This design comes from an exercise in tuning for small area, a short achievable clock period and few clock cycles on the open sky130 flow, not from production work.
Power is estimated from default activity; no workload was simulated.

==> 01-20 <==
// fb_blit
module fb_blit (
    input  wire        clk,
    input  wire        rst,
    input  wire        cmd_valid,
    output wire        cmd_ready,
    input  wire [7:0]  cmd_op,
    input  wire [2:0]  cmd_mode,
    input  wire [1:0]  cmd_color,
    input  wire [15:0] cmd_arg0,
    input  wire [15:0] cmd_arg1,
    input  wire [15:0] cmd_arg2,
    input  wire [15:0] cmd_arg3,
    input  wire [15:0] cmd_arg4,
    input  wire [15:0] cmd_arg5,
    output wire        res_re,
    output wire [15:0] res_addr,
    input  wire [7:0]  res_rdata,
    output wire        fb_re,
    output wire [9:0]  fb_raddr,
    input  wire [7:0]  fb_rdata,
    output reg         fb_we,
    output reg  [9:0]  fb_waddr,
    output reg  [7:0]  fb_wdata
);
export LEC_CHECK = 0
export CAP_MARGIN = 20
export CORE_MARGIN = 2
export CORE_UTILIZATION = 60
export CTS_BUF_LIST = sky130_fd_sc_hd__clkbuf_8
export SLEW_MARGIN = 20
create_clock -name core_clock -period 12.0 [get_ports {clk}]
standard.sh (not shown) runs the stock make flow with config.mk's settings and CLKGATE_MAP_FILE= SYNTH_SCRIPT=/design/flow/synth_recipe.tcl, a recipe that flattens the netlist after the stock synthesis.
==> flow/flow/run.sh <==
#!/bin/bash
# Standard layout with the smallest plain buffers on the ports; timing repair
# aims for 8.0 ns of setup slack.
set -euo pipefail
export BUFFER_PORTS_ARGS="-buffer_cell sky130_fd_sc_hd__buf_1"
export SETUP_SLACK_MARGIN=8.0
bash standard.sh > flow.log 2>&1
==> inputs of 12-26, as changes to 01-20 <==
--- a/flow/design.v
+++ b/flow/design.v
@@ -61,16 +61,12 @@
     reg [6:0]  dc;                
     reg [6:0]  dl;                
     reg        nul;               
     reg [3:0]  pg;                
     reg        dir, ph, first;
     reg        lastp, rv, rlast, lastc;
-    reg        sd, su;            
-    reg [3:0]  nd, nu;            
-    reg [3:0]  left;              
-    reg        rle, dre;          
     reg [7:0]  s_rot;
     reg        c_go, c_wv, c_rv, c_first, c_up;
     reg [9:0]  wa1;
     reg [7:0]  scar, mcar;
     wire       masked = (mkind != M_NONE);
     wire       plus   = (mkind == M_PLUS);
@@ -97,44 +93,32 @@
     wire [6:0]  g_dl  = (xw1[9:7] != 3'd0) ? 7'd127 : xw1[6:0];
     wire [6:0]  g_dc  = x9[8] ? 7'd0 : x9[6:0];
     wire        tdir   = dir ? tu : td;
     wire [3:0]  pnext  = dir ? pg - 4'd1 : pg + 4'd1;
     wire [3:0]  n_pg   = (!lastp || (yz && !tdir)) ? pnext : pg;
     wire        n_dir  = dir ^ lastp;
+    wire [3:0]  pd1m   = pd1 - 4'd1;
+    wire [3:0]  pu1p   = pu1 + 4'd1;
     wire        n_t    = n_dir ? tu : td;
-    wire [3:0]  n_left = lastp ? (dir ? nd : nu) : left - 4'd1;
-    wire        n_last = lastp ? (dir ? (nd == 4'd0) : (nu == 4'd0)) : (left == 4'd1);
-    wire        n_rl   = n_last || (n_t && (lastp ? (dir ? (nd == 4'd1) : (nu == 4'd1))
-                                                  : (left == 4'd2)));
-    wire        n_rv   = !(n_last && n_t);
-    wire        n_lc   = lastp ? (dc + 7'd1 == dl) : lastc;
-    wire        n_mg   = masked && !n_rv && !n_lc;
+    wire        n_last = (n_pg == (n_dir ? pu1 : pd1));
+    wire        n_rl   = n_last || (n_t && (n_pg == (n_dir ? pu1p : pd1m)));
     wire        sph0   = masked && rv && !ph;         
-    wire        merge  = masked && !rv && !lastc;
-    wire        r_rl   = rle;
-    wire        r_dir  = dre;
-    wire [3:0]  f_nd   = pd1 - pg;
-    wire [3:0]  f_nu   = pd1 + {3'd0, yz && !td} - pu1;
-    wire        f_last = (f_nd == 4'd0);
-    wire        f_rl   = f_last || (td && (f_nd == 4'd1));
-    wire        f_su   = (f_nu == 4'd0) || (tu && (f_nu == 4'd1));
-    wire        f_rv   = !(f_last && td);
-    wire        f_lc   = (dc == dl);
-    wire        f_mg   = masked && !f_rv && !f_lc;
+    wire        f_last = (pg == pd1);
+    wire        f_rl   = f_last || (td && ((pg + 4'd1) == pd1));
     wire        lp_more = (rc != 6'd0) || (fc != 8'd0);
     wire        lp_last = (rc != 6'd0) ? ((rc == 6'd1) && (fc == 8'd0))
                                         : ((rows == 6'd1) && (fc == 8'd1));
     wire [4:0]  rows1_in = res_rdata[7:3] - {4'd0, (res_rdata[2:0] == 3'd0)};
     wire        hd_more  = (rc != 6'd0) || (fc != 8'd0);
     reg  [15:0] opnd;
     reg         cin;
-    wire o_one = st[S_HDR0] || st[S_PLUSM] || (st[S_RUN] && r_rl && !plus);
-    wire o_two = st[S_RUN] && r_rl && plus;
+    wire o_one = st[S_HDR0] || st[S_PLUSM] || (st[S_RUN] && rlast && !plus);
+    wire o_two = st[S_RUN] && rlast && plus;
     wire o_ilo = st[S_HDR1] || st[S_SWAP1] || (st[S_GEO] && !spr);
-    wire o_wk  = st[S_HDR2] || st[S_LOOP] || (st[S_GEO] && spr) || (st[S_RUN] && !r_rl);
-    wire o_neg = st[S_RUN] && r_dir;
+    wire o_wk  = st[S_HDR2] || st[S_LOOP] || (st[S_GEO] && spr) || (st[S_RUN] && !rlast);
+    wire o_neg = st[S_RUN] && dir;
     always @(*) begin
         opnd = ({16{o_wk}} & (o_neg ? ~wk : wk)) | ({16{o_ilo}} & iloK) |
                {14'd0, o_two, o_one};
         cin  = st[S_HDR1] || (o_wk && o_neg);
     end
     wire [16:0] sum17 = {ra, 1'b1} + {opnd, cin};
@@ -159,33 +143,23 @@
     wire [15:0] rr2   = {res_rdata, res_rdata} << yo;
     wire [7:0]  rrot  = rr2[15:8];                        
     wire [7:0]  lom   = 8'hFF << yo;
     wire [7:0]  s_r   = c_rv ? (masked ? s_rot : rrot) : 8'd0;
     wire [7:0]  m_r   = c_rv ? (masked ? rrot : 8'hFF) : 8'd0;
     wire [7:0]  curm  = c_up ? ~lom : lom;
-    wire [7:0]  ks    = {8{c_rv && !masked}} & curm;               
-    wire [7:0]  km    = {8{c_rv &&  masked}} & curm;               
-    wire [7:0]  S0    = ({8{c_rv && masked}} & curm & s_rot) | (c_first ? 8'd0 : scar);
-    wire [7:0]  M0    = ({8{c_rv && !masked}} & curm) | (c_first ? 8'd0 : mcar);
-    wire [7:0]  S1    = S0 | ks;
-    wire [7:0]  M1    = M0 | km;
-    function [7:0] cmb;
-        input [1:0] c;
-        input [7:0] d, s, m;
-        begin
-            case (c)
-                C_OR:    cmb = d | s;
-                C_CLR:   cmb = d & ~s;
-                C_XOR:   cmb = d ^ s;
-                default: cmb = (d & ~m) | s;
-            endcase
-        end
-    endfunction
-    wire [7:0]  wd0   = cmb(comb, fb_rdata, S0, M0);
-    wire [7:0]  wd1   = cmb(comb, fb_rdata, S1, M1);
-    wire [7:0]  wd    = (rrot & wd1) | (~rrot & wd0);
+    wire [7:0]  S     = (s_r & curm) | (c_first ? 8'd0 : scar);
+    wire [7:0]  M     = (m_r & curm) | (c_first ? 8'd0 : mcar);
+    reg  [7:0]  wd;
+    always @(*) begin
+        case (comb)
+            C_OR:    wd = fb_rdata | S;
+            C_CLR:   wd = fb_rdata & ~S;
+            C_XOR:   wd = fb_rdata ^ S;
+            default: wd = (fb_rdata & ~M) | S;
+        endcase
+    end
     always @(posedge clk) begin
         s_rot    <= rrot;
         wa1      <= {pg[2:0], dc};
         fb_waddr <= wa1;
         fb_wdata <= wd;
         fb_we    <= !rst && c_go && c_wv;
@@ -328,49 +302,37 @@
             al <= sum;
         if (to_first) begin
             dir   <= 1'b0;
             ph    <= 1'b0;
             first <= 1'b1;
             lastp <= f_last;
-            rv    <= f_rv;
+            rv    <= !(f_last && td);
             rlast <= f_rl;
-            lastc <= f_lc;
-            sd    <= f_rl;
-            su    <= f_su;
-            nd    <= f_nd;
-            nu    <= f_nu;
-            left  <= f_nd;
-            rle   <= f_mg ? f_su : f_rl;
-            dre   <= f_mg;
+            lastc <= (dc == dl);
         end
         if (st[S_RUN]) begin
             if (rv) begin
                 if (masked) begin
                     ra <= al;
                     al <= sum;
                 end else begin
                     ra <= sum;
                 end
-            end else if (merge) begin
-                ra <= al;
-                al <= sum;
             end
             if (sph0) begin
                 ph <= 1'b1;
             end else begin
-                ph    <= merge;
+                ph    <= 1'b0;
                 pg    <= n_pg;
                 dir   <= n_dir;
                 first <= lastp;
                 lastp <= n_last;
-                rv    <= n_rv;
+                rv    <= !(n_last && n_t);
                 rlast <= n_rl;
-                left  <= n_left;
-                lastc <= n_lc;
-                rle   <= n_mg ? (n_dir ? sd : su) : n_rl;
-                dre   <= n_mg ? !n_dir : n_dir;
-                if (lastp)
-                    dc <= dc + 7'd1;
+                if (lastp) begin
+                    dc    <= dc + 7'd1;
+                    lastc <= (dc + 7'd1 == dl);
+                end
             end
         end
     end
 endmodule
- CORE_UTILIZATION: 60 -> 40
- CTS_BUF_LIST: sky130_fd_sc_hd__clkbuf_8 -> default
==> summary.md <==
Maximum number of pins on one net before global-route repair: 50. The tools report the sequential cell power as 891 uW. Traced cell by cell, the critical path runs through buf_1 -> nor4b_1 -> nand2_1 -> nor3_1 -> nand3_1 -> a221o_1. The proportion of final cell area spent on non-clock buffers was 0.0468. Between clock sinks in the finished design, the worst skew comes to 0.0361 ns.

The kind of cell with the highest combined delay along the critical path is simple AND/OR/NAND/NOR gates. The flow ran to the end and the layout has no timing, DRC or antenna violations.
-- figures above: 01-20

==> summary.md <==
The proportion of final cell area spent on non-clock buffers came out at 0.0612. The worst clock skew was 0.0220 ns. Entering global routing, the biggest net connects 64 pins. The flow ran to the end and the layout has no timing, DRC or antenna violations. The cell family contributing the most delay on the critical path is multiplexers.
-- figures above: 12-26

No functional check of the RTL was part of any run of this note.

[what the ideal ports hide]
The flow's constraints put no driver on any port. The routed layouts listed below were extracted and timed again, unchanged, in two steps. Step 1 (the two cells are an assumption about what drives the block):
set clk [get_ports {clk}]
set_driving_cell -lib_cell sky130_fd_sc_hd__clkbuf_16 $clk
set_driving_cell -lib_cell sky130_fd_sc_hd__buf_2 [delete_from_list [all_inputs] $clk]
Step 2 also shifts input and output timing later by t, the mid clock arrival at the registers, as if the neighbouring blocks saw the same clock. Slacks: no drivers / after step 1 / after step 2; pairs: no drivers / after step 1.
run | t (ns) | setup WS [ns] | slew at the worst register clock pin (ns)
01-20 | 0.594 | 7.978 / 8.004 / 7.410 | 0.07 / 0.07
12-26 | 0.585 | 8.050 / 8.079 / 7.494 | 0.06 / 0.06
After both steps setup and hold are still met in every run listed. The setup slack of 01-20, which loses most, moves by +0.026 ns with the drivers and by -0.568 ns with both steps.
